This is an optimization exercise on Yosys and OpenROAD, whose aim is small area, a short achievable clock period and few clock cycles per item, not a production implementation.
At most, simulation tests tie the RTL to the original design; equivalence was not proved.
Function not checked in runs 1 and 5: the RTL went through the layout flow alone.

==> flow/design.v (outline; a module is shown in full before it is edited, if it fits) <==
// module pfx_add: 28 lines
// module pfx_gt: 18 lines
// module lzc27: 32 lines
// module fp_norm_round: 31 lines
// module lzc27s: 9 lines
// module fp_sum_round: 22 lines
// module cpa48_hi: 35 lines
// module fp_mul_round: 37 lines
// module mul24_tree: 1587 lines
// module booth24_enc: 17 lines
// module fa: 4 lines
// module shr27s: 16 lines
// module shr27k: 10 lines
// module sub_cla: 30 lines
// module fp_padd_front: 41 lines
// module fp_pair_front: 30 lines
// module fft_butterfly: 407 lines
module fft_butterfly (
    input  wire        clk,
    input  wire        rst,
    input  wire        in_valid,
    output wire        in_ready,
    input  wire [31:0] ur,
    input  wire [31:0] ui,
    input  wire [31:0] vr,
    input  wire [31:0] vi,
    input  wire [31:0] wr,
    input  wire [31:0] wi,
    output reg         out_valid,
    output reg  [31:0] our,
    output reg  [31:0] oui,
    output reg  [31:0] ovr,
    output reg  [31:0] ovi
);
  // ...
==> flow/flow/run.sh <==
#!/bin/bash
# The standard layout, with every port buffered by a buf_4 instead of the
# flow's default port buffer (a delay cell).  The make run's full output goes
# to flow_make.log in the folder this runs in.
set -euo pipefail
export BUFFER_PORTS_ARGS="-buffer_cell sky130_fd_sc_hd__buf_4"
bash standard.sh > flow_make.log 2>&1
==> flow/standard.sh <==
#!/bin/bash
# synth_recipe.tcl (not shown) runs the flow's synth.tcl, then flattens the netlist and writes it again
# the make line also repeats each setting of config.mk as NAME=value (left out here)
make -C /OpenROAD-flow-scripts/flow DESIGN_CONFIG=/design/flow/config.mk WORK_HOME=/design/flow/orfs CLKGATE_MAP_FILE= SYNTH_SCRIPT=/design/flow/synth_recipe.tcl "${@:-finish}"
==> flow/config.mk <==
export PLATFORM = sky130hd
export DESIGN_NAME = fft_butterfly
export DESIGN_NICKNAME = fft_butterfly
export VERILOG_FILES = /design/flow/design.v
export SDC_FILE = /design/flow/constraint.sdc
export NUM_CORES = 8
export LEC_CHECK = 0
export CAP_MARGIN = 20
export CORE_MARGIN = 2
export CORE_UTILIZATION = 65
export PLACE_DENSITY = 0.72
export SETUP_SLACK_MARGIN = 0.5
export SLEW_MARGIN = 20
==> flow/constraint.sdc <==
create_clock -name core_clock -period 20.0 [get_ports {clk}]
set_input_delay 4.0000 -clock core_clock [delete_from_list [all_inputs] [get_ports {clk}]]
set_output_delay 4.0000 -clock core_clock [all_outputs]
set_load 0.01 [all_outputs]
==> summary.txt, run 1 <==
Synthesis:
- The cell count after synthesis came out at 18640.
- The synthesized-area fraction occupied by and/or/nand/nor cells is 13.07%.
- The flip-flop and latch count after synthesis is 1971.
- By area, the combinational part of the netlist is dominated by adder cells.
- Yosys printed 3 warnings.

Flow run:
- The tool flagged a number of max-cap violations equal to 0.

Finish:
- The fraction of layout instances using a drive strength above 1 is 8.307%.
- The number of diodes is 12.
- In the layout the commonest cells are dfxtp_1 (1619), inv_1 (1604), nand2_1 (1474).
- The largest cell class by area is multi-input combinational cells.
- The sequential cell area is 0.04292 mm².

Clock tree:
- The number of hold buffers added after cts is 0.
- CTS saw 1971 sinks.

Placed design:
- The worst slack at placement is 13.41 ns.

Critical path:
- The worst setup path is captured at a register.
- By instance count, the cell type seen most on the critical path is nor3_1.
- The cell depth of the worst setup path is 8.

Floorplan:
- The number of top-level pins is 325.

Timing:
- The final hold slack is 0.2741 ns.
- Setup repair after global routing left no endpoint under its margin.
- The total negative slack for setup checks is 0 ns.

Detailed routing:
- The antenna violation net count after detailed routing is 0.
- The wire length the detailed router placed on met1 is 198.7 mm.

Run status:
- The run finished with no timing, DRC or antenna violations.
==> module fft_butterfly, before the edit <==
module fft_butterfly (
    input  wire        clk,
    input  wire        rst,
    input  wire        in_valid,
    output wire        in_ready,
    input  wire [31:0] ur,
    input  wire [31:0] ui,
    input  wire [31:0] vr,
    input  wire [31:0] vi,
    input  wire [31:0] wr,
    input  wire [31:0] wi,
    output reg         out_valid,
    output reg  [31:0] our,
    output reg  [31:0] oui,
    output reg  [31:0] ovr,
    output reg  [31:0] ovi
);
    localparam [31:0] QNAN = 32'h7FC00000;
    integer k;
    genvar gi;
    reg         rdy;                     
    reg         slow;                    
    reg         s0_valid;
    reg  [31:0] s0_ur, s0_ui;
    reg  [3:0]  s0_s;
    reg  [35:0] s0_e;
    reg  [95:0] s0_m;
    wire        front_idle;              
    assign in_ready = rdy;
    wire [127:0] op_in = {vi, vr, wi, wr};
    wire [3:0]   small_in, op_ez, op_shift;
    generate for (gi = 0; gi < 4; gi = gi + 1) begin : g_op
        wire [31:0] x = op_in[32*gi +: 32];
        wire [23:0] m = s0_m[24*gi +: 24];
        assign op_ez[gi]    = x[30:23] == 8'h00;
        assign small_in[gi] = ~x[30] & ~x[29] & (x[28:0] != 29'd0);
        assign op_shift[gi] = ~m[23] & (m[22:0] != 23'd0);
    end endgenerate
    wire s0_ok = ~(|op_shift);
    always @(posedge clk) begin
        for (k = 0; k < 4; k = k + 1) begin
            if (~slow) begin
                s0_s[k]          <= op_in[32*k+31];
                s0_e[9*k +: 9]   <= {1'b0, op_in[32*k+24 +: 7], op_in[32*k+23] | op_ez[k]};
                s0_m[24*k +: 24] <= {~op_ez[k], op_in[32*k +: 23]};
            end else if (op_shift[k]) begin
                s0_e[9*k +: 9]   <= s0_e[9*k +: 9] - 9'd1;
                s0_m[24*k +: 24] <= {s0_m[24*k +: 23], 1'b0};
            end
        end
        if (rst) begin
            rdy      <= 1'b1;
            slow     <= 1'b0;
            s0_valid <= 1'b0;
        end else if (~slow) begin
            rdy      <= ~(|small_in);
            slow     <= |small_in;
            s0_valid <= in_valid;
        end else begin
            rdy      <= front_idle;
            slow     <= ~front_idle;
            s0_valid <= s0_valid & ~s0_ok;
        end
        if (~slow) begin
            s0_ur   <= ur;
            s0_ui   <= ui;
        end
    end
    wire [3:0]  op_z, op_i, op_n;
    wire [95:0] op_tz;
    generate for (gi = 0; gi < 4; gi = gi + 1) begin : g_cls
        wire [23:0] m = s0_m[24*gi +: 24];
        wire is255 = s0_e[9*gi +: 9] == 9'd255;
        assign op_z[gi] = ~m[23];
        assign op_i[gi] = is255 & (m[22:0] == 23'd0);
        assign op_n[gi] = is255 & (m[22:0] != 23'd0);
        wire [23:0] z;
        assign z[0] = 1'b1;
        genvar j;
        for (j = 1; j < 24; j = j + 1) begin : g_z
            assign z[j] = ~(|m[j-1:0]);
        end
        assign op_tz[24*gi +: 24] = z;
    end endgenerate
    wire [12:0] one_r, two_r, neg_r, one_i, two_i, neg_i;
    booth24_enc u_enc_r (.y(s0_m[23:0]),  .one(one_r), .two(two_r), .neg(neg_r));
    booth24_enc u_enc_i (.y(s0_m[47:24]), .one(one_i), .two(two_i), .neg(neg_i));
    wire [191:0] a_ra, a_rb;
    wire [3:0]   a_c12;
    wire [39:0]  a_eab;
    wire [3:0]   a_st22, a_s, a_n, a_i, a_fz;
    generate for (gi = 0; gi < 4; gi = gi + 1) begin : g_pa
        localparam integer WI = (gi == 0 || gi == 2) ? 0 : 1;
        localparam integer VI = (gi == 0 || gi == 3) ? 2 : 3;
        wire [8:0] ew = s0_e[9*WI +: 9];
        wire [8:0] ev = s0_e[9*VI +: 9];
        mul24_tree u_tree (
            .x(s0_m[24*VI +: 24]),
            .one(WI == 0 ? one_r : one_i),
            .two(WI == 0 ? two_r : two_i),
            .neg(WI == 0 ? neg_r : neg_i),
            .ra(a_ra[48*gi +: 48]), .rb(a_rb[48*gi +: 48]));
        pfx_gt #(.W(12), .L(4)) u_c12 (.a(a_ra[48*gi +: 12]), .b(~a_rb[48*gi +: 12]), .gt(a_c12[gi]));
        wire [9:0] eab = {ew[8], ew} + {ev[8], ev} - 10'd127;
        wire [23:0] zw = op_tz[24*WI +: 24];
        wire [23:0] zv = op_tz[24*VI +: 24];
        wire [22:0] zz;
        genvar j2;
        for (j2 = 0; j2 <= 22; j2 = j2 + 1) begin : g_zz
            assign zz[j2] = zw[j2] & zv[22-j2];
        end
        wire nan  = op_n[WI] | op_n[VI] | (op_i[WI] & op_z[VI]) | (op_z[WI] & op_i[VI]);
        wire inf  = (op_i[WI] | op_i[VI]) & ~nan;
        assign a_eab[10*gi +: 10] = eab;
        assign a_st22[gi] = ~(|zz);
        assign a_s[gi]    = s0_s[WI] ^ s0_s[VI];
        assign a_fz[gi]   = op_z[WI] | op_z[VI] | op_i[WI] | op_i[VI] | op_n[WI] | op_n[VI] |
                            ($signed(eab) < -10'sd25);
        assign a_n[gi]    = nan;
        assign a_i[gi]    = inf;
    end endgenerate
    reg          s1_valid;
    reg  [143:0] s1_ra, s1_rb;
    reg  [3:0]   s1_c12;
    reg  [39:0]  s1_eab;
    reg  [3:0]   s1_st22, s1_s, s1_n, s1_i, s1_fz;
    reg  [31:0]  s1_ur, s1_ui;
    always @(posedge clk) begin
        s1_valid <= ~rst & s0_valid & s0_ok;
        s1_c12   <= a_c12;
        for (k = 0; k < 4; k = k + 1) begin
            s1_ra[36*k +: 36] <= a_ra[48*k+12 +: 36];
            s1_rb[36*k +: 36] <= a_rb[48*k+12 +: 36];
        end
        s1_eab   <= a_eab;
        s1_st22  <= a_st22;
        s1_s     <= a_s;
        s1_fz    <= a_fz;
        s1_n     <= a_n;
        s1_i     <= a_i;
        s1_ur    <= s0_ur;
        s1_ui    <= s0_ui;
    end
    wire [103:0] p_n;
    generate for (gi = 0; gi < 4; gi = gi + 1) begin : g_pp
        cpa48_hi u_cpa (.a(s1_ra[36*gi +: 36]), .b(s1_rb[36*gi +: 36]), .c12(s1_c12[gi]),
                        .n(p_n[26*gi +: 26]));
    end endgenerate
    reg          sp_valid;
    reg  [103:0] sp_n;
    reg  [39:0]  sp_eab;
    reg  [3:0]   sp_st, sp_s, sp_n_, sp_i;
    reg  [31:0]  sp_ur, sp_ui;
    reg          sp_hold;
    wire [3:0]   sp_need, sp_more, ld_need;
    wire [39:0]  ld_eab;
    wire [103:0] ld_n;
    generate for (gi = 0; gi < 4; gi = gi + 1) begin : g_sn
        wire [9:0] e  = sp_eab[10*gi +: 10];
        wire [9:0] el = s1_eab[10*gi +: 10];
        assign sp_need[gi] = e[9] | (e == 10'd0);
        assign sp_more[gi] = e[9];                     
        assign ld_eab[10*gi +: 10] = s1_fz[gi] ? 10'd1 : el;
        assign ld_need[gi] = ~s1_fz[gi] & (el[9] | (el == 10'd0));
        assign ld_n[26*gi +: 26] = s1_fz[gi] ? 26'd0 : p_n[26*gi +: 26];
    end endgenerate
    assign front_idle = ~s0_valid & ~s1_valid & ~sp_hold;
    always @(posedge clk) begin
        sp_valid <= ~rst & (s1_valid | sp_hold);
        sp_hold  <= ~rst & (sp_hold ? (|sp_more) : (s1_valid & (|ld_need)));
        if (sp_hold) begin
            for (k = 0; k < 4; k = k + 1)
                if (sp_need[k]) begin
                    sp_n[26*k +: 26]  <= {1'b0, sp_n[26*k+1 +: 25]};
                    sp_st[k]          <= sp_st[k] | sp_n[26*k];
                    sp_eab[10*k +: 10] <= sp_eab[10*k +: 10] + 10'd1;
                end
        end else begin
            sp_n    <= ld_n;
            sp_eab  <= ld_eab;
            sp_st   <= s1_st22;
        end
        sp_s    <= s1_s;
        sp_n_   <= s1_n;
        sp_i    <= s1_i;
        sp_ur   <= s1_ur;
        sp_ui   <= s1_ui;
    end
    wire [35:0] b_e;
    wire [91:0] b_f;
    wire [3:0]  b_h, b_i;
    generate for (gi = 0; gi < 4; gi = gi + 1) begin : g_pb
        wire ovf;
        fp_mul_round u_rnd (
            .n(sp_n[26*gi +: 26]), .eab(sp_eab[10*gi +: 10]), .st(sp_st[gi]),
            .e9(b_e[9*gi +: 9]), .h(b_h[gi]), .f(b_f[23*gi +: 23]), .ovf(ovf));
        assign b_i[gi] = sp_i[gi] | (~sp_n_[gi] & ovf);
    end endgenerate
    reg         s2_valid;
    reg  [3:0]  s2_s, s2_h, s2_i, s2_n;
    reg  [35:0] s2_e;
    reg  [91:0] s2_f;
    reg  [31:0] s2_ur, s2_ui;
    always @(posedge clk) begin
        s2_valid <= ~rst & sp_valid & ~sp_hold;
        s2_s     <= sp_s;
        s2_e     <= b_e;
        s2_h     <= b_h;
        s2_f     <= b_f;
        s2_n     <= sp_n_;
        s2_i     <= b_i;
        s2_ur    <= sp_ur;
        s2_ui    <= sp_ui;
    end
    wire [53:0] c_mx, c_mz;
    wire [15:0] c_fr;
    wire [1:0]  c_es, c_sign, c_zsign, c_nan, c_inf, c_infs;
    generate for (gi = 0; gi < 2; gi = gi + 1) begin : g_pc
        localparam integer A = (gi == 0) ? 0 : 2;
        localparam integer B = (gi == 0) ? 1 : 3;
        fp_padd_front u_add (
            .a_s(s2_s[A]), .a_e(s2_e[9*A +: 9]), .a_h(s2_h[A]), .a_f(s2_f[23*A +: 23]),
            .a_i(s2_i[A]), .a_n(s2_n[A]),
            .b_s(s2_s[B]), .b_e(s2_e[9*B +: 9]), .b_h(s2_h[B]), .b_f(s2_f[23*B +: 23]),
            .b_i(s2_i[B]), .b_n(s2_n[B]),
            .sub(gi == 0 ? 1'b1 : 1'b0),
            .mx_al(c_mx[27*gi +: 27]), .mz_al(c_mz[27*gi +: 27]), .eff_sub(c_es[gi]),
            .fr(c_fr[8*gi +: 8]), .sign(c_sign[gi]),
            .zsign(c_zsign[gi]), .nan(c_nan[gi]), .inf(c_inf[gi]), .inf_s(c_infs[gi]));
    end endgenerate
    reg         s3_valid;
    reg  [53:0] s3_mx, s3_mz;
    reg  [15:0] s3_fr;
    reg  [1:0]  s3_es, s3_sign, s3_zsign, s3_nan, s3_inf, s3_infs;
    reg  [31:0] s3_ur, s3_ui;
    always @(posedge clk) begin
        s3_valid <= ~rst & s2_valid;
        s3_mx    <= c_mx;
        s3_mz    <= c_mz;
        s3_es    <= c_es;
        s3_fr    <= c_fr;
        s3_sign  <= c_sign;
        s3_zsign <= c_zsign;
        s3_nan   <= c_nan;
        s3_inf   <= c_inf;
        s3_infs  <= c_infs;
        s3_ur    <= s2_ur;
        s3_ui    <= s2_ui;
    end
    wire [55:0] c2_sum;
    wire [9:0]  c2_lz;
    wire [1:0]  c2_zero;
    generate for (gi = 0; gi < 2; gi = gi + 1) begin : g_pc2
        wire [26:0] b = s3_mz[27*gi +: 27] ^ {27{s3_es[gi]}};
        wire        co;
        wire [26:0] sm;
        pfx_add #(.W(27), .L(5)) u_add (.a(s3_mx[27*gi +: 27]), .b(b), .ci(s3_es[gi]), .s(sm), .co(co));
        assign c2_sum[28*gi +: 28] = {co & ~s3_es[gi], sm};
        assign c2_zero[gi] = ~(co & ~s3_es[gi]) & (sm == 27'd0);
        lzc27s u_lzc (.x(sm), .f(s3_fr[8*gi +: 8]), .sh(c2_lz[5*gi +: 5]));
    end endgenerate
    reg         s4_valid;
    reg  [55:0] s4_sum;
    reg  [9:0]  s4_lz;
    reg  [1:0]  s4_zero;
    reg  [15:0] s4_fr;
    reg  [1:0]  s4_sign, s4_zsign, s4_nan, s4_inf, s4_infs;
    reg  [31:0] s4_ur, s4_ui;
    always @(posedge clk) begin
        s4_valid <= ~rst & s3_valid;
        s4_sum   <= c2_sum;
        s4_lz    <= c2_lz;
        s4_zero  <= c2_zero;
        s4_fr    <= s3_fr;
        s4_sign  <= s3_sign;
        s4_zsign <= s3_zsign;
        s4_nan   <= s3_nan;
        s4_inf   <= s3_inf;
        s4_infs  <= s3_infs;
        s4_ur    <= s3_ur;
        s4_ui    <= s3_ui;
    end
    wire [63:0] d_t;
    generate for (gi = 0; gi < 2; gi = gi + 1) begin : g_pd
        wire [31:0] y;
        fp_norm_round u_rnd (.s(s4_sum[28*gi +: 28]), .sh(s4_lz[5*gi +: 5]), .zero(s4_zero[gi]),
                             .f(s4_fr[8*gi +: 8]),
                             .sign(s4_sign[gi]), .zsign(s4_zsign[gi]), .y(y));
        assign d_t[32*gi +: 32] = s4_nan[gi] ? QNAN :
                                  s4_inf[gi] ? {s4_infs[gi], 8'hFF, 23'd0} : y;
    end endgenerate
    reg         s5_valid;
    reg  [63:0] s5_t;
    reg  [31:0] s5_ur, s5_ui;
    reg  [1:0]  s5_tnz, s5_unz;
    always @(posedge clk) begin
        s5_valid <= ~rst & s4_valid;
        s5_t     <= d_t;
        s5_tnz   <= {d_t[62:55] != 8'h00, d_t[30:23] != 8'h00};
        s5_unz   <= {s4_ui[30:23] != 8'h00, s4_ur[30:23] != 8'h00};
        s5_ur    <= s4_ur;
        s5_ui    <= s4_ui;
    end
    wire [53:0] e_mx, e_mz;
    wire [15:0] e_fr;
    wire [1:0]  e_xu, e_su, e_st, e_an, e_ai, e_ais, e_dn, e_di, e_dis;
    generate for (gi = 0; gi < 2; gi = gi + 1) begin : g_pe
        wire [31:0] u = (gi == 0) ? s5_ur : s5_ui;
        wire [31:0] t = s5_t[32*gi +: 32];
        fp_pair_front u_front (.u(u), .u_nz(s5_unz[gi]), .t(t), .t_nz(s5_tnz[gi]), .mx(e_mx[27*gi +: 27]), .mz_al(e_mz[27*gi +: 27]),
                               .fr(e_fr[8*gi +: 8]), .x_is_u(e_xu[gi]));
        wire u255 = u[30:23] == 8'hFF;
        wire t255 = t[30:23] == 8'hFF;
        wire nu = u255 & (u[22:0] != 23'd0);
        wire nt = t255 & (t[22:0] != 23'd0);
        wire iu = u255 & (u[22:0] == 23'd0);
        wire it = t255 & (t[22:0] == 23'd0);
        assign e_su[gi]  = u[31];
        assign e_st[gi]  = t[31];
        assign e_an[gi]  = nu | nt | (iu & it & (u[31] != t[31]));
        assign e_ai[gi]  = iu | it;
        assign e_ais[gi] = iu ? u[31] : t[31];
        assign e_dn[gi]  = nu | nt | (iu & it & (u[31] == t[31]));
        assign e_di[gi]  = iu | it;
        assign e_dis[gi] = iu ? u[31] : ~t[31];
    end endgenerate
    reg         s6_valid;
    reg  [53:0] s6_mx, s6_mz;
    reg  [15:0] s6_fr;
    reg  [1:0]  s6_xu, s6_su, s6_st, s6_an, s6_ai, s6_ais, s6_dn, s6_di, s6_dis;
    always @(posedge clk) begin
        s6_valid <= ~rst & s5_valid;
        s6_mx    <= e_mx;
        s6_mz    <= e_mz;
        s6_fr    <= e_fr;
        s6_xu    <= e_xu;
        s6_su    <= e_su;
        s6_st    <= e_st;
        s6_an    <= e_an;
        s6_ai    <= e_ai;
        s6_ais   <= e_ais;
        s6_dn    <= e_dn;
        s6_di    <= e_di;
        s6_dis   <= e_dis;
    end
    wire [55:0] e2_sum;
    wire [53:0] e2_dif;
    wire [9:0]  e2_lz;
    wire [1:0]  e2_zero;
    generate for (gi = 0; gi < 2; gi = gi + 1) begin : g_pe2
        wire [26:0] mx = s6_mx[27*gi +: 27];
        wire [26:0] mz = s6_mz[27*gi +: 27];
        wire [26:0] sm, df;
        wire        cs, cd;
        pfx_add #(.W(27), .L(5)) u_sum (.a(mx), .b(mz),  .ci(1'b0), .s(sm), .co(cs));
        pfx_add #(.W(27), .L(5)) u_dif (.a(mx), .b(~mz), .ci(1'b1), .s(df), .co(cd));
        assign e2_sum[28*gi +: 28] = {cs, sm};
        assign e2_dif[27*gi +: 27] = df;
        assign e2_zero[gi] = df == 27'd0;
        lzc27s u_lzc (.x(df), .f(s6_fr[8*gi +: 8]), .sh(e2_lz[5*gi +: 5]));
    end endgenerate
    reg         s7_valid;
    reg  [55:0] s7_sum;
    reg  [53:0] s7_dif;
    reg  [9:0]  s7_lz;
    reg  [1:0]  s7_zero;
    reg  [15:0] s7_fr;
    reg  [1:0]  s7_xu, s7_su, s7_st, s7_an, s7_ai, s7_ais, s7_dn, s7_di, s7_dis;
    always @(posedge clk) begin
        s7_valid <= ~rst & s6_valid;
        s7_sum   <= e2_sum;
        s7_dif   <= e2_dif;
        s7_lz    <= e2_lz;
        s7_zero  <= e2_zero;
        s7_fr    <= s6_fr;
        s7_xu    <= s6_xu;
        s7_su    <= s6_su;
        s7_st    <= s6_st;
        s7_an    <= s6_an;
        s7_ai    <= s6_ai;
        s7_ais   <= s6_ais;
        s7_dn    <= s6_dn;
        s7_di    <= s6_di;
        s7_dis   <= s6_dis;
    end
    wire [63:0] f_add, f_sub;
    generate for (gi = 0; gi < 2; gi = gi + 1) begin : g_pf
        wire [31:0] ys, yd;
        wire        su = s7_su[gi];
        fp_sum_round  u_ps (.s(s7_sum[28*gi +: 28]), .f(s7_fr[8*gi +: 8]), .sign(su), .y(ys));
        fp_norm_round u_pd (.s({1'b0, s7_dif[27*gi +: 27]}), .sh(s7_lz[5*gi +: 5]), .zero(s7_zero[gi]),
                            .f(s7_fr[8*gi +: 8]),
                            .sign(s7_xu[gi] ? su : ~su), .zsign(1'b0), .y(yd));
        wire eq = su == s7_st[gi];
        wire [31:0] ya = eq ? ys : yd;      
        wire [31:0] yb = eq ? yd : ys;      
        assign f_add[32*gi +: 32] = s7_an[gi] ? QNAN : s7_ai[gi] ? {s7_ais[gi], 8'hFF, 23'd0} : ya;
        assign f_sub[32*gi +: 32] = s7_dn[gi] ? QNAN : s7_di[gi] ? {s7_dis[gi], 8'hFF, 23'd0} : yb;
    end endgenerate
    always @(posedge clk) begin
        out_valid <= ~rst & s7_valid;
        our <= f_add[31:0];
        oui <= f_add[63:32];
        ovr <= f_sub[31:0];
        ovi <= f_sub[63:32];
    end
endmodule
==> inputs of run 2 (changes only) <==
--- a/flow/design.v
+++ b/flow/design.v
@@ -2029,9 +2029,11 @@
         end
         assign op_tz[24*gi +: 24] = z;
     end endgenerate
-    wire [12:0] one_r, two_r, neg_r, one_i, two_i, neg_i;
-    booth24_enc u_enc_r (.y(s0_m[23:0]),  .one(one_r), .two(two_r), .neg(neg_r));
-    booth24_enc u_enc_i (.y(s0_m[47:24]), .one(one_i), .two(two_i), .neg(neg_i));
+    wire [51:0] b_one, b_two, b_neg;
+    generate for (gi = 0; gi < 4; gi = gi + 1) begin : g_enc
+        booth24_enc u_enc (.y(s0_m[24*gi +: 24]), .one(b_one[13*gi +: 13]),
+                           .two(b_two[13*gi +: 13]), .neg(b_neg[13*gi +: 13]));
+    end endgenerate
     wire [191:0] a_ra, a_rb;
     wire [3:0]   a_c12;
     wire [39:0]  a_eab;
@@ -2041,11 +2043,13 @@
         localparam integer VI = (gi == 0 || gi == 3) ? 2 : 3;
         wire [8:0] ew = s0_e[9*WI +: 9];
         wire [8:0] ev = s0_e[9*VI +: 9];
+        localparam integer EI = (gi == 0) ? 0 : (gi == 1) ? 1 : (gi == 2) ? 3 : 2;
+        localparam integer XI = (gi == 0) ? 2 : (gi == 1) ? 3 : (gi == 2) ? 0 : 1;
         mul24_tree u_tree (
-            .x(s0_m[24*VI +: 24]),
-            .one(WI == 0 ? one_r : one_i),
-            .two(WI == 0 ? two_r : two_i),
-            .neg(WI == 0 ? neg_r : neg_i),
+            .x(s0_m[24*XI +: 24]),
+            .one(b_one[13*EI +: 13]),
+            .two(b_two[13*EI +: 13]),
+            .neg(b_neg[13*EI +: 13]),
             .ra(a_ra[48*gi +: 48]), .rb(a_rb[48*gi +: 48]));
         pfx_gt #(.W(12), .L(4)) u_c12 (.a(a_ra[48*gi +: 12]), .b(~a_rb[48*gi +: 12]), .gt(a_c12[gi]));
         wire [9:0] eab = {ew[8], ew} + {ev[8], ev} - 10'd127;
==> summary.txt, run 2 <==
Run status:
- Run status: no timing/DRC/antenna violations (unchanged).

Detailed routing:
- The final routed wire length divided by cell count is 24.18 µm (was 23.99 µm).
- The antenna violation net count after detailed routing came to 0 (unchanged).
- The total routed wirelength came to 528.3 mm (was 518.0 mm).
- The starting DRC count in detailed routing is 17750 (was 16230).
- The via count is 141700 (was 139400).
- The first-pass detailed-route iteration total is 7 (was 10).
- The average via count per standard cell is 6.484 (was 6.458).
- The count of unresolved DRC violations after routing came to 0 (unchanged).

Global routing:
- The met3 track demand over resource in global routing is 8.084% (was 8.935%).
- The largest net degree at the start of global routing came to 90 (was 80).
- The number of antenna violations at the first check in global routing is 16 (was 15).
- The overall global routing resource usage was 39.95% (was 39.40%).
- The global-route track usage on met2 was 60.63% (was 61.62%).
- The global routing usage on met1 is 53.43% (was 50.38%).
- The remaining global-route overflow came to 0 (unchanged).
- The number of global-route vias before repair is 136500 (was 134200).
- The most used routing layer in global routing is met2 (unchanged).
- The global-route wire length before repair came to 808.5 mm (was 794.0 mm).

Critical path:
- The data required time at the worst endpoint is 16.00 ns (was 20.72 ns).
- The worst-path cell with the longest stage delay is dfxtp_1 (was nor3_1).
- The peak fanout along the critical path is 1 (was 2).
- The type of element launching the critical path is a register (was input pin).
- CP cell instances: buf_4 (was buf_4 > nor4_1 > nand2_1 > nor3_1 > nor3_1 > or4_1 > o21ai_0 > inv_1).
- The count of buffering cells on the critical path with inverters included is 1 (was 2).
- The type of the worst setup path is register to output pin (was input pin to register).
- The data arrival time of the critical path is 1.59 ns (was 6.46 ns).
- The type of destination of the critical path is an output pin (was register).
- The kind of cell adding the most delay to the critical path was flip-flops (was simple AND/OR/NAND/NOR gates).
- The maximum cell stage delay along the critical path was 0.52 ns (was 0.76 ns).

Synthesis:
- The area share of the largest cell type after synthesis came to 19.79% (was 19.95%).
- The post-synthesis async set-or-reset flop share is 0% (unchanged).
- The cell type contributing the most total cell area after synthesis is dfxtp_1 (unchanged).
- The leading register cell type out of synthesis is dfxtp_1 (unchanged).
- The number of unique standard cell types used by synthesis came to 111 (was 105).
- Cells taking the most area after synthesis: dfxtp_1 (20%), fa_1 (13%), ha_1 (6.3%), edfxtp_1 (6.3%), xor2_1 (5.2%) (was dfxtp_1 (20%), fa_1 (13%), edfxtp_1 (6.3%), ha_1 (6.2%), xnor2_1 (5.5%)).
- The flip-flop and latch count after synthesis is 1971 (unchanged).
- The cell count after synthesis is 18820 (was 18640).
- The register area share after synthesis came to 26.07% (was 26.27%).
- The count of warnings emitted by yosys was 3 (unchanged).
- The most instantiated library cell after synthesis is dfxtp_1 (unchanged).
- The number of synthesized flops with an enable pin is 344 (unchanged).
- The synthesized cell area is 0.1645 mm² (was 0.1633 mm²).
- Cell types with the highest counts after synthesis: dfxtp_1 (1627), inv_1 (1615), nand2_1 (1506) (was dfxtp_1 (1627), inv_1 (1605), nand2_1 (1474)).
- The mean cell area of the mapped netlist came to 8.741 µm² (was 8.758 µm²).
- The synthesized net count is 20940 (was 20740).

Timing:
- RSZ-0062 raised after global routing: no (unchanged).
- The number of failing hold endpoints at the final stage came to 0 (unchanged).
- The final cycle utilization of the critical path is 27.96% (was 28.69%).
- The number of max-slew violations in the final report is 0 (unchanged).
- The total negative slack for setup checks is 0 ns (unchanged).
- The actual transition at the worst max-transition pin came to 1.282 ns (was 1.214 ns).
- The worst max-slew margin expressed relative to the limit was 13.40% (was 19.10%).
- The setup clock skew after layout is 0.1161 ns (was 0.1050 ns).
- The maximum achievable frequency is 178.8 MHz (was 174.3 MHz).
- The minimum clock period after layout is 5.592 ns (was 5.739 ns).
- The final count of negative-setup-slack endpoints was 0 (unchanged).

Floorplan:
- The placeable core region is 0.2516 mm² (was 0.2491 mm²).
- The number of placement rows is 184 (was 183).
- The starting utilization of the core area is 65.39% (was 65.54%).
- The number of top-level pins came to 325 (unchanged).
- The height of the chip is 507.1 µm (was 505.2 µm).
- The horizontal die dimension came to 507.1 µm (was 505.2 µm).
- The die outline area came to 0.2572 mm² (was 0.2552 mm²).

Finish:
- The count of fill cells added during filler insertion is 20100 (was 20050).
- Registers with the most flip-flops: s1_ra (144), s1_rb (144), sp_n (104) (unchanged).
- The total area of multi-input combinational cells is 0.1110 mm² (was 0.1096 mm²).
- The number of nets in the layout is 20440 (was 20170).
- The sequential cell area is 0.04292 mm² (about the same).
- The most common cell after layout, fill and taps aside is dfxtp_1 (unchanged).
- The area growth from synthesis to layout is 7.421% (was 7.318%).
- Commonest cells after routing, fill and taps aside: dfxtp_1 (1618), inv_1 (1614), nand2_1 (1506) (was dfxtp_1 (1619), inv_1 (1604), nand2_1 (1474)).
- The fraction of layout instances using a drive strength above 1 came to 8.705% (was 8.307%).

Placed design:
- The count of input and output buffers is 324 (unchanged).
- The HPWL after detailed placement was 382.0 mm (was 367.1 mm).
- The weighted congestion at the end of routability-driven global placement was 1.008 (was 0.9949).

Clock tree:
- The clock sink count is 1971 (unchanged).
- The clock tree root driver cell is clkbuf_16 (unchanged).
- The buffers inserted during post-CTS setup optimization is 0 (unchanged).
- The number of buffers on the longest clock path is 4 (was 3).
- The clock-pin slew reported for the worst setup and hold paths after clock tree synthesis is 0.07 ns (was 0.06 ns).
- The number of clock buffers inserted by TritonCTS is 213 (was 205).
- The insertion delay to the later sink of the worst-skew pair came to 0.95 ns (was 0.90 ns).
- The number of gates resized after CTS is 0 (unchanged).
- The maximum level of the CTS H-tree came to 4 (unchanged).
- The number of hold buffers added after cts is 0 (unchanged).
- The CTS tree was built (unchanged).

Min path:
- The class of the most critical hold timing path is register to register (unchanged).

Flow run:
- The number of max-cap violations came to 0 (unchanged).
## run 2: changes by cell type after synthesis, moves of 33 or more
cell / previous run / this run
xnor2_1: 1023 / 909
xor2_1: 886 / 985
buf_1: 180 / 239
clkbuf_1: 1211 / 1155
nor3_1: 283 / 329
a21oi_1: 938 / 981
mux2i_1: 539 / 573
nor2_1: 1259 / 1226
## run 2: layer usage
metal	wire (µm)	share of wire, %	up-vias
met2	229600	43	8559
met1	207000	39	67070
met4	34810	6.6	8
met5	75	0.014	-
li1	-	-	64110
met3	56810	11	1934
## run 2: per-stage QoR
step / utilization (%) / cell area, µm² / hold WS [ns] / instances / setup WS [ns]
floorplan: - / 164500 / 0.3096 / 18820 / 14.89
global placement: 67.33 / 169400 / 0.3096 / 21450 / 14.00
detailed placement: 67.34 / 169400 / 0.3121 / 21450 / 14.02
CTS: 70.22 / 176700 / 0.2158 / 21840 / 14.36
global route: 70.24 / 176700 / 0.2126 / 21850 / 14.40
finish: 70.24 / 176800 / 0.2248 / 21850 / 14.41
## run 2: cell type report
| class | instances | area share, % |
|---|---|---|
| tap | 3348 | 2.370 |
| inverter | 1640 | 3.486 |
| clock inverter | 123 | 0.8006 |
| timing repair buffer | 693 | 2.950 |
| multi-input combinational | 13800 | 62.80 |
| antenna | 6 | 0.008495 |
| clock buffer | 267 | 3.301 |
| sequential | 1971 | 24.28 |
## run 2: logic make-up (layout without fill, tap and decap cells)
kind of cell	Yosys count	in the layout	share of synthesized area [%]
XOR/XNOR	1895	1895	10.09
AND/OR/NAND/NOR	4620	4620	13.16
AO/OA/AOI/OAI	4492	4492	18.17
other	0	6	0
multiplexers	871	871	5.918
flip-flops	1971	1971	26.07
buffers and inverters	3051	2723	6.985
adder cells (fa/ha/maj)	1924	1924	19.60
## run 2: final timing paths
check	to	slack, ns	cells after the start	start
worst max register to register	s1_rb[15]	14.55	13	s0_m[19]
worst min register to register	s2_ui[0]	0.22	0	sp_ui[0]
worst min-delay path	s2_ui[0]	0.22	0	sp_ui[0]
worst max-delay path	our[9]	14.41	1	our[9]
Testbench counts of run 2, summed over its fixed seeds: cycles 32,080, items 32,000.
==> inputs of run 3 (changes only) <==
==> flow/config.mk (replaced) <==
export PLATFORM = sky130hd
export DESIGN_NAME = fft_butterfly
export DESIGN_NICKNAME = fft_butterfly
export VERILOG_FILES = /design/flow/design.v
export SDC_FILE = /design/flow/constraint.sdc
export NUM_CORES = 8
export LEC_CHECK = 0
export CAP_MARGIN = 0
export CORE_MARGIN = 2
export CORE_UTILIZATION = 55
export SETUP_SLACK_MARGIN = 0.5
export SLEW_MARGIN = 0
==> summary.txt, run 3 <==
Timing:
- The final cycle utilization of the critical path came to 28.33% (was 27.96%).
- The worst max-slew margin expressed relative to the limit is 10.16% (was 13.40%).
- The number of max-slew violations in the final report is 0 (unchanged).
- The maximum achievable frequency is 176.5 MHz (was 178.8 MHz).
- The final hold slack is 0.2710 ns (was 0.2248 ns).
- The setup clock skew after layout is 0.06629 ns (was 0.1161 ns).
- The actual transition at the worst max-transition pin came to 1.335 ns (was 1.282 ns).
- The minimum clock period after layout is 5.666 ns (was 5.592 ns).
- The total negative slack for setup checks is 0 ns (unchanged).
- The final count of negative-setup-slack endpoints came to 0 (unchanged).
- The number of failing hold endpoints at the final stage is 0 (unchanged).
- RSZ-0062 raised after global routing: no (unchanged).

Floorplan:
- The starting utilization of the core area is 55.35% (was 65.39%).
- The height of the chip is 551.0 µm (was 507.1 µm).
- The horizontal die dimension came to 551.0 µm (was 507.1 µm).
- The die outline area came to 0.3036 mm² (was 0.2572 mm²).
- The number of top-level pins is 325 (unchanged).
- The number of placement rows was 200 (was 184).
- The placeable core region was 0.2973 mm² (was 0.2516 mm²).

Clock tree:
- The clock-pin slew reported for the worst setup and hold paths after clock tree synthesis is 0.06 ns (was 0.07 ns).
- The number of clock buffers inserted by TritonCTS is 220 (was 213).
- The insertion delay to the later sink of the worst-skew pair is 0.92 ns (was 0.95 ns).
- The number of hold buffers added after cts is 0 (unchanged).
- The clock tree root driver cell is clkbuf_16 (unchanged).
- The CTS tree is built (unchanged).
- The clock sink count is 1971 (unchanged).
- The maximum level of the CTS H-tree is 4 (unchanged).
- The number of buffers on the longest clock path is 4 (unchanged).
- The buffers inserted during post-CTS setup optimization was 0 (unchanged).
- The number of gates resized after CTS was 0 (unchanged).

Placed design:
- The HPWL after detailed placement is 398.6 mm (was 382.0 mm).
- The count of input and output buffers is 324 (unchanged).
- The placed cell count is 22040 (was 21450).
- The weighted congestion at the end of routability-driven global placement was 0.9810 (was 1.008).

Run status:
- Run status: no timing/DRC/antenna violations (unchanged).

Synthesis:
- The most instantiated library cell after synthesis is dfxtp_1 (unchanged).
- The mean cell area of the mapped netlist is 8.741 µm² (unchanged).
- The synthesized cell area came to 0.1645 mm² (unchanged).
- The register area share after synthesis is 26.07% (unchanged).
- The cell type contributing the most total cell area after synthesis was dfxtp_1 (unchanged).
- The number of unique standard cell types used by synthesis came to 111 (unchanged).
- The flip-flop and latch count after synthesis was 1971 (unchanged).
- The area share of the largest cell type after synthesis is 19.79% (unchanged).
- The post-synthesis async set-or-reset flop share is 0% (unchanged).
- The cell count after synthesis is 18820 (unchanged).
- Cell types with the highest counts after synthesis: dfxtp_1 (1627), inv_1 (1615), nand2_1 (1506) (unchanged).
- The count of warnings emitted by yosys was 3 (unchanged).
- The leading register cell type out of synthesis is dfxtp_1 (unchanged).
- Cells taking the most area after synthesis: dfxtp_1 (20%), fa_1 (13%), ha_1 (6.3%), edfxtp_1 (6.3%), xor2_1 (5.2%) (unchanged).
- The synthesized net count was 20940 (unchanged).
- The number of synthesized flops with an enable pin is 344 (unchanged).

Critical path:
- The type of the worst setup path is register to output pin (unchanged).
- The count of buffering cells on the critical path with inverters included is 1 (unchanged).
- The type of destination of the critical path is an output pin (unchanged).
- The kind of cell adding the most delay to the critical path is flip-flops (unchanged).
- The type of element launching the critical path was a register (unchanged).
- CP cell instances: buf_4 (unchanged).
- The maximum cell stage delay along the critical path is 0.55 ns (was 0.52 ns).
- The peak fanout along the critical path was 1 (unchanged).
- The worst-path cell with the longest stage delay is dfxtp_1 (unchanged).
- The data arrival time of the critical path is 1.67 ns (was 1.59 ns).
- The data required time at the worst endpoint came to 16.00 ns (about the same).

Detailed routing:
- The first-pass detailed-route iteration total is 8 (was 7).
- The via count is 139600 (was 141700).
- The starting DRC count in detailed routing is 15240 (was 17750).
- The count of unresolved DRC violations after routing came to 0 (unchanged).
- The average via count per standard cell came to 6.211 (was 6.484).
- The final routed wire length divided by cell count came to 24.41 µm (was 24.18 µm).
- The total routed wirelength was 548.5 mm (was 528.3 mm).
- The antenna violation net count after detailed routing is 0 (unchanged).

Global routing:
- The remaining global-route overflow came to 0 (unchanged).
- The overall global routing resource usage was 35.28% (was 39.95%).
- The largest net degree at the start of global routing was 119 (was 90).
- The number of global-route vias before repair is 134500 (was 136500).
- The global-route wire length before repair is 832.7 mm (was 808.5 mm).
- The number of antenna violations at the first check in global routing is 20 (was 16).

Finish:
- The area growth from synthesis to layout is 8.138% (was 7.421%).
- The fraction of layout instances using a drive strength above 1 was 8.769% (was 8.705%).
- The count of fill cells added during filler insertion is 26620 (was 20100).
- The number of nets in the layout was 20440 (about the same).
- The share of the core filled with cells came to 59.85% (was 70.24%).
- The non-filler instance count after layout is 22470 (was 21850).
- Commonest cells after routing, fill and taps aside: dfxtp_1 (1617), inv_1 (1614), nand2_1 (1505) (was dfxtp_1 (1618), inv_1 (1614), nand2_1 (1506)).
- The most common cell after layout, fill and taps aside was dfxtp_1 (unchanged).
- Registers with the most flip-flops: s1_ra (144), s1_rb (144), sp_n (104) (unchanged).

Min path:
- The class of the most critical hold timing path was register to register (unchanged).

Flow run:
- The number of max-cap violations was 0 (unchanged).
## run 3: routing by layer
layer / global-route usage (%) / part of all wire (%) / vias up
met5: 0 / 0.013 / -
met2: 54.27 / 44 / 6869
met1: 48.55 / 42 / 67160
met3: 6.145 / 8.9 / 1397
met4: 15.74 / 5.1 / 10
li1: - / - / 64130
## run 3: final timing paths
check / start / end / slack [ns] / depth (start not counted)
setup / recovery: ovr[14] / ovr[14] / 14.33 / 1
hold / removal: sp_ui[11] / s2_ui[11] / 0.27 / 0
setup reg to reg: s0_m[84] / s1_rb[88] / 14.61 / 13
hold reg to reg: sp_ui[11] / s2_ui[11] / 0.27 / 0
## run 3: final cells by class
cell class | count | area (µm²) | area share (%)
tap | 3939 | 4928 | 2.770
inverter | 1640 | 6161 | 3.462
multi-input combinational | 13800 | 111000 | 62.39
clock inverter | 126 | 1416 | 0.7960
antenna | 21 | 52.55 | 0.02953
sequential | 1971 | 42920 | 24.12
timing repair buffer | 689 | 5182 | 2.913
clock buffer | 281 | 6252 | 3.514
## run 3: logic make-up after synthesis
kind of cell	Yosys count	synth area share, %
fa+ha+maj	1924	19.60
mux	871	5.918
simple gates	4620	13.16
buf+inv	3051	6.985
compound gates	4492	18.17
xor+xnor	1895	10.09
flops	1971	26.07
## run 3: per-stage QoR
step | cell area, µm² | setup WS (ns)
finish | 177900 | 14.33
global route | 177900 | 14.33
CTS | 177900 | 14.31
detailed placement | 170200 | 14.20
global placement | 170200 | 14.22
floorplan | 164500 | 14.89
## run 3: worst register-to-register path: cells and delay by family, from the launching register on
| kind | cells | cell delay, ns |
|---|---|---|
| xor+xnor | 1 | 0.35 |
| fa+ha+maj | 6 | 2.78 |
| buf+inv | 5 | 1.02 |
| flops | 1 | 0.69 |
| simple gates | 1 | 0.42 |
==> inputs of run 4 (changes only) <==
--- a/flow/config.mk
+++ b/flow/config.mk
@@ -5,8 +5,8 @@
 export SDC_FILE = /design/flow/constraint.sdc
 export NUM_CORES = 8
 export LEC_CHECK = 0
-export CAP_MARGIN = 0
+export CAP_MARGIN = 20
 export CORE_MARGIN = 2
 export CORE_UTILIZATION = 55
 export SETUP_SLACK_MARGIN = 0.5
-export SLEW_MARGIN = 0
+export SLEW_MARGIN = 20
==> summary.txt, run 4 <==
Synthesis:
- The cell count after synthesis is 18820 (unchanged).
- The register area share after synthesis came to 26.07% (unchanged).
- The adder-cell area share of the yosys netlist is 19.60% (unchanged).
- The most instantiated library cell after synthesis is dfxtp_1 (unchanged).
- The number of unique standard cell types used by synthesis is 111 (unchanged).
- The fraction of the mapped netlist area in compound gates is 18.17% (unchanged).
- The synthesized cell area was 0.1645 mm² (unchanged).
- The number of synthesized flops with an enable pin was 344 (unchanged).
- The synthesized-area fraction occupied by and/or/nand/nor cells is 13.16% (unchanged).
- The area share of the largest cell type after synthesis came to 19.79% (unchanged).
- The leading register cell type out of synthesis is dfxtp_1 (unchanged).
- The dominant combinational cell family by area after synthesis is adder cells (unchanged).
- The post-synthesis async set-or-reset flop share came to 0% (unchanged).
- The cell type contributing the most total cell area after synthesis is dfxtp_1 (unchanged).
- The flip-flop and latch count after synthesis is 1971 (unchanged).
- Cells taking the most area after synthesis: dfxtp_1 (20%), fa_1 (13%), ha_1 (6.3%), edfxtp_1 (6.3%), xor2_1 (5.2%) (unchanged).
- The synthesized net count is 20940 (unchanged).
- The mean cell area of the mapped netlist came to 8.741 µm² (unchanged).
- Cell types with the highest counts after synthesis: dfxtp_1 (1627), inv_1 (1615), nand2_1 (1506) (unchanged).
- The count of warnings emitted by yosys came to 3 (unchanged).
- The multiplexer fraction of the synthesized cell area came to 5.918% (unchanged).
- The share of the synthesized netlist area taken by xor and xnor gates is 10.09% (unchanged).

Clock tree:
- The buffers inserted during post-CTS setup optimization is 0 (unchanged).
- The number of hold buffers added after cts is 0 (unchanged).
- The number of buffers on the longest clock path is 4 (unchanged).
- The clock sink count is 1971 (unchanged).
- The CTS tree is built (unchanged).
- The clock-pin slew reported for the worst setup and hold paths after clock tree synthesis is 0.06 ns (about the same).
- The clock tree root driver cell is clkbuf_16 (unchanged).
- The number of gates resized after CTS came to 0 (unchanged).
- The maximum level of the CTS H-tree is 4 (unchanged).
- The insertion delay to the later sink of the worst-skew pair came to 0.91 ns (was 0.92 ns).
- The number of clock buffers inserted by TritonCTS is 216 (was 220).

Finish:
- The sequential cell area is 0.04292 mm² (unchanged).
- The area growth from synthesis to layout is 8.089% (was 8.138%).
- The fraction of layout instances using a drive strength above 1 is 8.777% (was 8.769%).
- Commonest cells after routing, fill and taps aside: dfxtp_1 (1617), inv_1 (1614), nand2_1 (1505) (unchanged).
- Registers with the most flip-flops: s1_ra (144), s1_rb (144), sp_n (104) (unchanged).
- The most common cell after layout, fill and taps aside is dfxtp_1 (unchanged).
- The number of nets in the layout came to 20440 (about the same).
- The non-filler instance count after layout is 22460 (was 22470).
- The total area of multi-input combinational cells is 0.1111 mm² (was 0.1110 mm²).
- The count of fill cells added during filler insertion came to 26750 (was 26620).

Detailed routing:
- The final routed wire length divided by cell count is 24.41 µm (about the same).
- The count of unresolved DRC violations after routing is 0 (unchanged).
- The average via count per standard cell is 6.200 (was 6.211).
- The antenna violation net count after detailed routing was 0 (unchanged).
- The first-pass detailed-route iteration total came to 9 (was 8).
- The total routed wirelength came to 548.2 mm (was 548.5 mm).
- The starting DRC count in detailed routing is 15280 (was 15240).
- The via count is 139200 (was 139600).

Timing:
- The minimum clock period after layout is 5.623 ns (was 5.666 ns).
- The final cycle utilization of the critical path is 28.11% (was 28.33%).
- The number of failing hold endpoints at the final stage was 0 (unchanged).
- The maximum achievable frequency came to 177.9 MHz (was 176.5 MHz).
- The actual transition at the worst max-transition pin was 1.188 ns (was 1.335 ns).
- The setup clock skew after layout came to 0.07906 ns (was 0.06629 ns).
- The number of max-slew violations in the final report is 0 (unchanged).
- The final count of negative-setup-slack endpoints came to 0 (unchanged).
- The total negative slack for setup checks came to 0 ns (unchanged).
- The setup slack of the critical path after layout is 14.38 ns (was 14.33 ns).
- RSZ-0062 raised after global routing: no (unchanged).
- The worst max-slew margin expressed relative to the limit is 19.83% (was 10.16%).

Critical path:
- The count of buffering cells on the critical path with inverters included is 1 (unchanged).
- The data required time at the worst endpoint is 16.00 ns (about the same).
- The kind of cell adding the most delay to the critical path was flip-flops (unchanged).
- The worst-path cell with the longest stage delay was dfxtp_1 (unchanged).
- The type of element launching the critical path is a register (unchanged).
- CP cell instances: buf_4 (unchanged).
- The type of destination of the critical path is an output pin (unchanged).
- The data arrival time of the critical path is 1.62 ns (was 1.67 ns).
- The type of the worst setup path is register to output pin (unchanged).
- The peak fanout along the critical path was 1 (unchanged).
- The maximum cell stage delay along the critical path is 0.53 ns (was 0.55 ns).

Global routing:
- The overall global routing resource usage is 35.30% (was 35.28%).
- The most used routing layer in global routing is met2 (unchanged).
- The global-route wire length before repair was 833.8 mm (was 832.7 mm).
- The number of antenna violations at the first check in global routing was 14 (was 20).
- The largest net degree at the start of global routing came to 119 (unchanged).
- The global routing usage on met1 is 48.55% (about the same).
- The remaining global-route overflow came to 0 (unchanged).
- The global-route track usage on met2 was 54.16% (was 54.27%).
- The met3 track demand over resource in global routing is 6.224% (was 6.145%).
- The number of global-route vias before repair came to 134500 (about the same).

Placed design:
- The worst slack at placement is 14.17 ns (was 14.20 ns).
- The HPWL after detailed placement is 398.8 mm (was 398.6 mm).
- The placed cell count is 22040 (about the same).
- The count of input and output buffers is 324 (unchanged).
- The weighted congestion at the end of routability-driven global placement is 0.9810 (unchanged).

Floorplan:
- The number of placement rows is 200 (unchanged).
- The height of the chip is 551.0 µm (unchanged).
- The placeable core region is 0.2973 mm² (unchanged).
- The die outline area was 0.3036 mm² (unchanged).
- The horizontal die dimension is 551.0 µm (unchanged).
- The number of top-level pins was 325 (unchanged).
- The starting utilization of the core area is 55.35% (unchanged).

Flow run:
- The number of max-cap violations is 0 (unchanged).

Run status:
- Run status: no timing/DRC/antenna violations (unchanged).

Min path:
- The class of the most critical hold timing path is register to register (unchanged).
run 4: kinds of logic after synthesis:
logic type / count (synthesis)
AND/OR/NAND/NOR: 4620
AO/OA/AOI/OAI: 4492
buffers and inverters: 3051
flip-flops: 1971
adder cells (fa/ha/maj): 1924
XOR/XNOR: 1895
multiplexers: 871
run 4: worst paths after layout:
| kind | start | slack [ns] | cells past startpoint | end |
|---|---|---|---|---|
| worst max-delay path | ovr[14] | 14.38 | 1 | ovr[14] |
| worst min-delay path | sp_ui[11] | 0.26 | 0 | s2_ui[11] |
| worst max register to register | s0_m[84] | 14.58 | 13 | s1_rb[88] |
| worst min register to register | sp_ui[11] | 0.26 | 0 | s2_ui[11] |
run 4: worst reg2reg max path, stage by stage (launching register included):
cell and delay, ns:
edfxtp_1 0.71, buf_4 0.40, ha_1 0.29, nor2b_1 0.42, inv_2 0.44, xnor2_1 0.35
fa_1 0.47, fa_1 0.53, inv_1 0.06, fa_1 0.44, fa_1 0.54, inv_1 0.05
fa_1 0.53, inv_1 0.04
run 4: layer usage:
metal	vias up	share of wire, %	routed length, µm
li1	64130	-	-
met1	66990	42	232500
met2	6804	44	239600
met3	1318	8.8	48470
met4	6	5.0	27600
met5	-	0.0075	41
run 4: final cells by class:
class                      instances  share of cell area (%)
clock inverter                   117                  0.8055
tap                             3939                   2.771
clock buffer                     282                   3.403
antenna                           17                 0.02392
sequential                      1971                   24.13
timing repair buffer             691                   2.946
multi-input combinational      13800                   62.45
inverter                        1640                   3.464
run 4: stage by stage:
step | util, % | hold WS (ns) | instance area (µm²)
floorplan | - | 0.3096 | 164500
global placement | 57.25 | 0.3096 | 170200
detailed placement | 57.26 | 0.3121 | 170200
CTS | 59.78 | 0.2566 | 177700
global route | 59.82 | 0.2571 | 177800
finish | 59.83 | 0.2603 | 177900
==> module fp_pair_front, before the edit <==
module fp_pair_front (
    input  wire [31:0] u,
    input  wire        u_nz,             
    input  wire [31:0] t,
    input  wire        t_nz,
    output wire [26:0] mx,
    output wire [26:0] mz_al,
    output wire [7:0]  fr,
    output wire        x_is_u
);
    wire gt;                             
    pfx_gt #(.W(31), .L(5)) u_cmp (.a(t[30:0]), .b(u[30:0]), .gt(gt));
    wire [7:0] eu = {u[30:24], u[23] | ~u_nz};
    wire [7:0] et = {t[30:24], t[23] | ~t_nz};
    wire [7:0] dut, dtu;
    wire       ge, get;                  
    sub_cla #(.W(8)) u_dut (.a(eu), .b(et), .d(dut), .ge(ge));
    sub_cla #(.W(8)) u_dtu (.a(et), .b(eu), .d(dtu), .ge(get));
    wire [26:0] mu = {u_nz, u[22:0], 3'b000};
    wire [26:0] mt = {t_nz, t[22:0], 3'b000};
    wire [26:0] mu_sh, mt_sh;
    shr27k u_su (.x(mu), .sh(dtu[4:0]), .kill(dtu[7:5] != 3'd0), .y(mu_sh));
    shr27k u_st (.x(mt), .sh(dut[4:0]), .kill(dut[7:5] != 3'd0), .y(mt_sh));
    wire [26:0] mu_al = ge  ? mu : mu_sh;
    wire [26:0] mt_al = get ? mt : mt_sh;
    assign mx     = gt ? mt_al : mu_al;
    assign mz_al  = gt ? mu_al : mt_al;
    assign fr     = ge ? eu : et;
    assign x_is_u = ~gt;
endmodule
==> inputs of run 5 (changes only) <==
--- a/flow/design.v
+++ b/flow/design.v
@@ -1935,13 +1935,14 @@
     sub_cla #(.W(8)) u_dtu (.a(et), .b(eu), .d(dtu), .ge(get));
     wire [26:0] mu = {u_nz, u[22:0], 3'b000};
     wire [26:0] mt = {t_nz, t[22:0], 3'b000};
-    wire [26:0] mu_sh, mt_sh;
-    shr27k u_su (.x(mu), .sh(dtu[4:0]), .kill(dtu[7:5] != 3'd0), .y(mu_sh));
-    shr27k u_st (.x(mt), .sh(dut[4:0]), .kill(dut[7:5] != 3'd0), .y(mt_sh));
-    wire [26:0] mu_al = ge  ? mu : mu_sh;
-    wire [26:0] mt_al = get ? mt : mt_sh;
-    assign mx     = gt ? mt_al : mu_al;
-    assign mz_al  = gt ? mu_al : mt_al;
+    wire [26:0] mxe = ge ? mu : mt;
+    wire [26:0] mze = ge ? mt : mu;
+    wire [26:0] mze_al;
+    shr27k u_sh (.x(mze), .sh(ge ? dut[4:0] : dtu[4:0]),
+                 .kill(ge ? (dut[7:5] != 3'd0) : (dtu[7:5] != 3'd0)), .y(mze_al));
+    wire        swb = ge & gt;
+    assign mx     = swb ? mze_al : mxe;
+    assign mz_al  = swb ? mxe : mze_al;
     assign fr     = ge ? eu : et;
     assign x_is_u = ~gt;
 endmodule
@@ -1975,13 +1976,16 @@
     wire        front_idle;              
     assign in_ready = rdy;
     wire [127:0] op_in = {vi, vr, wi, wr};
-    wire [3:0]   small_in, op_ez, op_shift;
+    wire [3:0]   small_in, sub_in, op_ez, op_shift;
+    reg  [3:0]   s0_sub;                 
+    reg  [3:0]   s0_zh;                  
     generate for (gi = 0; gi < 4; gi = gi + 1) begin : g_op
         wire [31:0] x = op_in[32*gi +: 32];
         wire [23:0] m = s0_m[24*gi +: 24];
         assign op_ez[gi]    = x[30:23] == 8'h00;
         assign small_in[gi] = ~x[30] & ~x[29] & (x[28:0] != 29'd0);
-        assign op_shift[gi] = ~m[23] & (m[22:0] != 23'd0);
+        assign sub_in[gi]   = op_ez[gi] & (x[28:0] != 29'd0);
+        assign op_shift[gi] = s0_zh[gi] & s0_sub[gi];
     end endgenerate
     wire s0_ok = ~(|op_shift);
     always @(posedge clk) begin
@@ -1990,7 +1994,10 @@
                 s0_s[k]          <= op_in[32*k+31];
                 s0_e[9*k +: 9]   <= {1'b0, op_in[32*k+24 +: 7], op_in[32*k+23] | op_ez[k]};
                 s0_m[24*k +: 24] <= {~op_ez[k], op_in[32*k +: 23]};
+                s0_zh[k]         <= op_ez[k];
+                s0_sub[k]        <= sub_in[k];
             end else if (op_shift[k]) begin
+                s0_zh[k]         <= ~s0_m[24*k+22];
                 s0_e[9*k +: 9]   <= s0_e[9*k +: 9] - 9'd1;
                 s0_m[24*k +: 24] <= {s0_m[24*k +: 23], 1'b0};
             end
@@ -2018,7 +2025,7 @@
     generate for (gi = 0; gi < 4; gi = gi + 1) begin : g_cls
         wire [23:0] m = s0_m[24*gi +: 24];
         wire is255 = s0_e[9*gi +: 9] == 9'd255;
-        assign op_z[gi] = ~m[23];
+        assign op_z[gi] = s0_zh[gi];
         assign op_i[gi] = is255 & (m[22:0] == 23'd0);
         assign op_n[gi] = is255 & (m[22:0] != 23'd0);
         wire [23:0] z;
==> summary.txt, run 5 <==
Clock tree:
- The clock-pin slew reported for the worst setup and hold paths after clock tree synthesis was 0.07 ns (was 0.06 ns).
- The number of hold buffers added after cts was 0 (unchanged).
- The maximum level of the CTS H-tree is 4 (unchanged).
- The number of clock buffers inserted by TritonCTS is 215 (was 216).
- The number of buffers on the longest clock path is 4 (unchanged).
- The buffers inserted during post-CTS setup optimization is 0 (unchanged).
- The insertion delay to the later sink of the worst-skew pair was 0.94 ns (was 0.91 ns).
- The CTS tree is built (unchanged).
- The clock tree root driver cell is clkbuf_16 (unchanged).
- The number of gates resized after CTS is 0 (unchanged).
- The clock sink count is 1979 (was 1971).

Global routing:
- The number of antenna violations at the first check in global routing is 9 (was 14).
- The largest net degree at the start of global routing was 84 (was 119).
- The number of global-route vias before repair was 132600 (was 134500).
- The remaining global-route overflow is 0 (unchanged).
- The overall global routing resource usage is 35.17% (was 35.30%).
- The global-route wire length before repair came to 822.7 mm (was 833.8 mm).

Timing:
- The final cycle utilization of the critical path was 30.45% (was 28.11%).
- The number of failing hold endpoints at the final stage is 0 (unchanged).
- RSZ-0062 raised after global routing: no (unchanged).
- The maximum achievable frequency is 164.2 MHz (was 177.9 MHz).
- The worst max-slew margin expressed relative to the limit is 19.12% (was 19.83%).
- The actual transition at the worst max-transition pin is 1.204 ns (was 1.188 ns).
- The number of max-slew violations in the final report was 0 (unchanged).
- The setup clock skew after layout is 0.08016 ns (was 0.07906 ns).
- The total negative slack for setup checks is 0 ns (unchanged).
- The setup slack of the critical path after layout came to 13.91 ns (was 14.38 ns).
- The final count of negative-setup-slack endpoints was 0 (unchanged).
- The minimum clock period after layout is 6.090 ns (was 5.623 ns).

Critical path:
- The type of destination of the critical path is a register (was output pin).
- The type of element launching the critical path was a register (unchanged).
- The maximum cell stage delay along the critical path came to 0.72 ns (was 0.53 ns).
- The data arrival time of the critical path was 6.90 ns (was 1.62 ns).
- The peak fanout along the critical path is 45 (was 1).
- The count of buffering cells on the critical path with inverters included came to 2 (was 1).
- The kind of cell adding the most delay to the critical path is simple AND/OR/NAND/NOR gates (was flip-flops).
- The data required time at the worst endpoint is 20.81 ns (was 16.00 ns).
- The worst-path cell with the longest stage delay is a21o_2 (was dfxtp_1).
- CP cell instances: nand2b_1 > ha_1 > or4b_4 > nand3_2 > a21o_2 > buf_4 > mux2_4 > xnor2_4 > inv_2 > ha_1 > o21a_1 > o21ai_0 > nand2b_1 > a21oi_1 > a31oi_1 > o22a_1 > nor3_1 > nor2_1 (was buf_4).
- The type of the worst setup path is register to register (was register to output pin).

Synthesis:
- The cell count after synthesis is 18460 (was 18820).
- The synthesized net count is 20560 (was 20940).
- Cell types with the highest counts after synthesis: dfxtp_1 (1627), inv_1 (1580), nand2_1 (1504) (was dfxtp_1 (1627), inv_1 (1615), nand2_1 (1506)).
- The count of warnings emitted by yosys is 3 (unchanged).
- The cell type contributing the most total cell area after synthesis is dfxtp_1 (unchanged).
- The number of unique standard cell types used by synthesis is 118 (was 111).
- The post-synthesis async set-or-reset flop share is 0% (unchanged).
- The most instantiated library cell after synthesis is dfxtp_1 (unchanged).
- The mean cell area of the mapped netlist is 8.818 µm² (was 8.741 µm²).
- Cells taking the most area after synthesis: dfxtp_1 (20%), fa_1 (13%), edfxtp_1 (6.5%), ha_1 (6.3%), xor2_1 (5.3%) (was dfxtp_1 (20%), fa_1 (13%), ha_1 (6.3%), edfxtp_1 (6.3%), xor2_1 (5.2%)).
- The number of synthesized flops with an enable pin was 352 (was 344).
- The flip-flop and latch count after synthesis is 1979 (was 1971).
- The synthesized cell area is 0.1627 mm² (was 0.1645 mm²).
- The leading register cell type out of synthesis is dfxtp_1 (unchanged).
- The register area share after synthesis is 26.51% (was 26.07%).
- The area share of the largest cell type after synthesis is 20.01% (was 19.79%).

Detailed routing:
- The average via count per standard cell came to 6.169 (was 6.200).
- The total routed wirelength is 542.3 mm (was 548.2 mm).
- The starting DRC count in detailed routing was 13670 (was 15280).
- The count of unresolved DRC violations after routing is 0 (unchanged).
- The via count came to 136500 (was 139200).
- The antenna violation net count after detailed routing is 0 (unchanged).
- The first-pass detailed-route iteration total is 7 (was 9).
- The final routed wire length divided by cell count is 24.51 µm (was 24.41 µm).

Floorplan:
- The placeable core region was 0.2941 mm² (was 0.2973 mm²).
- The horizontal die dimension came to 548.0 µm (was 551.0 µm).
- The starting utilization of the core area is 55.35% (about the same).
- The die outline area is 0.3003 mm² (was 0.3036 mm²).
- The number of top-level pins was 325 (unchanged).
- The height of the chip came to 548.0 µm (was 551.0 µm).
- The number of placement rows came to 199 (was 200).

Placed design:
- The placed cell count is 21710 (was 22040).
- The worst slack at placement was 13.60 ns (was 14.17 ns).
- The count of input and output buffers is 324 (unchanged).
- The HPWL after detailed placement is 388.6 mm (was 398.8 mm).
- The weighted congestion at the end of routability-driven global placement is 0.9770 (was 0.9810).

Finish:
- Registers with the most flip-flops: s1_ra (144), s1_rb (144), sp_n (104) (unchanged).
- The count of fill cells added during filler insertion is 26280 (was 26750).
- The most common cell after layout, fill and taps aside is dfxtp_1 (unchanged).
- The number of nets in the layout is 20120 (was 20440).
- Commonest cells after routing, fill and taps aside: dfxtp_1 (1618), inv_1 (1579), nand2_1 (1500) (was dfxtp_1 (1617), inv_1 (1614), nand2_1 (1505)).
- The non-filler instance count after layout is 22120 (was 22460).
- The fraction of layout instances using a drive strength above 1 was 8.612% (was 8.777%).
- The area growth from synthesis to layout is 8.184% (was 8.089%).

Min path:
- The class of the most critical hold timing path is register to register (unchanged).

Flow run:
- The number of max-cap violations came to 0 (unchanged).

Run status:
- Run status: no timing/DRC/antenna violations (unchanged).
## run 5: layer usage
layer	routed length [µm]	global-route usage, %
met1	222100	46.63
met2	244900	55.99
met3	42850	5.015
met4	32460	18.15
met5	14	0
## run 5: worst paths after layout
path / start / end / slack, ns / cells past startpoint
max: s5_unz[0] / s6_mx[0] / 13.91 / 18
min: s0_ui[7] / s1_ui[7] / 0.28 / 0
max reg2reg: s5_unz[0] / s6_mx[0] / 13.91 / 18
min reg2reg: s0_ui[7] / s1_ui[7] / 0.28 / 0
## run 5: final cells by class
type                            instances  area, µm²  share of cell area [%]
Antenna cell                            9      22.52                 0.01279
Clock buffer                          276       5981                   3.397
Clock inverter                        125       1588                  0.9018
Inverter                             1606       6031                   3.425
Multi-Input combinational cell      13530     109200                   62.04
Sequential cell                      1979      43160                   24.51
Tap cell                             3919       4903                   2.785
Timing Repair Buffer                  684       5155                   2.928
## run 5: kinds of logic (layout without fill, tap and decap cells)
| group | Yosys count | after routing | synth area share [%] |
|---|---|---|---|
| muxes | 807 | 807 | 5.602 |
| DFF | 1979 | 1979 | 26.51 |
| buffers and inverters | 2953 | 2691 | 6.888 |
| adders and majority gates | 1910 | 1910 | 19.72 |
| AOI/OAI and AO/OA | 4332 | 4332 | 17.74 |
| and+or+nand+nor | 4543 | 4543 | 13.11 |
| other | 0 | 9 | 0 |
| xor gates and xnor gates | 1933 | 1933 | 10.43 |
## run 5: stage by stage
step	instance area [µm²]	utilization [%]	hold WS (ns)
after floorplan	162700	-	0.3096
after global placement	168400	57.27	0.3098
after detailed placement	168400	57.27	0.3121
after CTS	176000	59.85	0.2692
after global routing	176000	59.87	0.2849
final	176100	59.87	0.2845

## port drivers added, routing unchanged
The results above use ideal ports. As a check the final layouts listed here were re-extracted and re-timed, cells and wires unchanged.
Step 1 assumes that a clkbuf_16 drives the clock port and a buf_2 every other input.
Step 2 adds t to the input delays and takes it off the output delays; t is the mean of the earliest and latest rising clock arrival at the registers after step 1. Input paths then give back, and output paths get back, about the clock's delay inside the block.
Three values: ideal ports, drivers, drivers and shift; two values: the first two.
run	shift t [ns]	slack for setup (ns)	pins driven straight from the clock port
run 1	0.948	14.261 / 14.341 / 13.393	1
run 2	1.000	14.408 / 14.298 / 13.945	1
run 3	1.012	14.334 / 14.223 / 14.188	1
run 4	1.000	14.378 / 14.263 / 14.161	1
run 5	1.002	13.910 / 13.910 / 13.572	1
After both steps setup and hold are still met in every run listed. The setup slack of run 1, which loses most, moves by +0.080 ns with the drivers and by -0.868 ns with both steps.
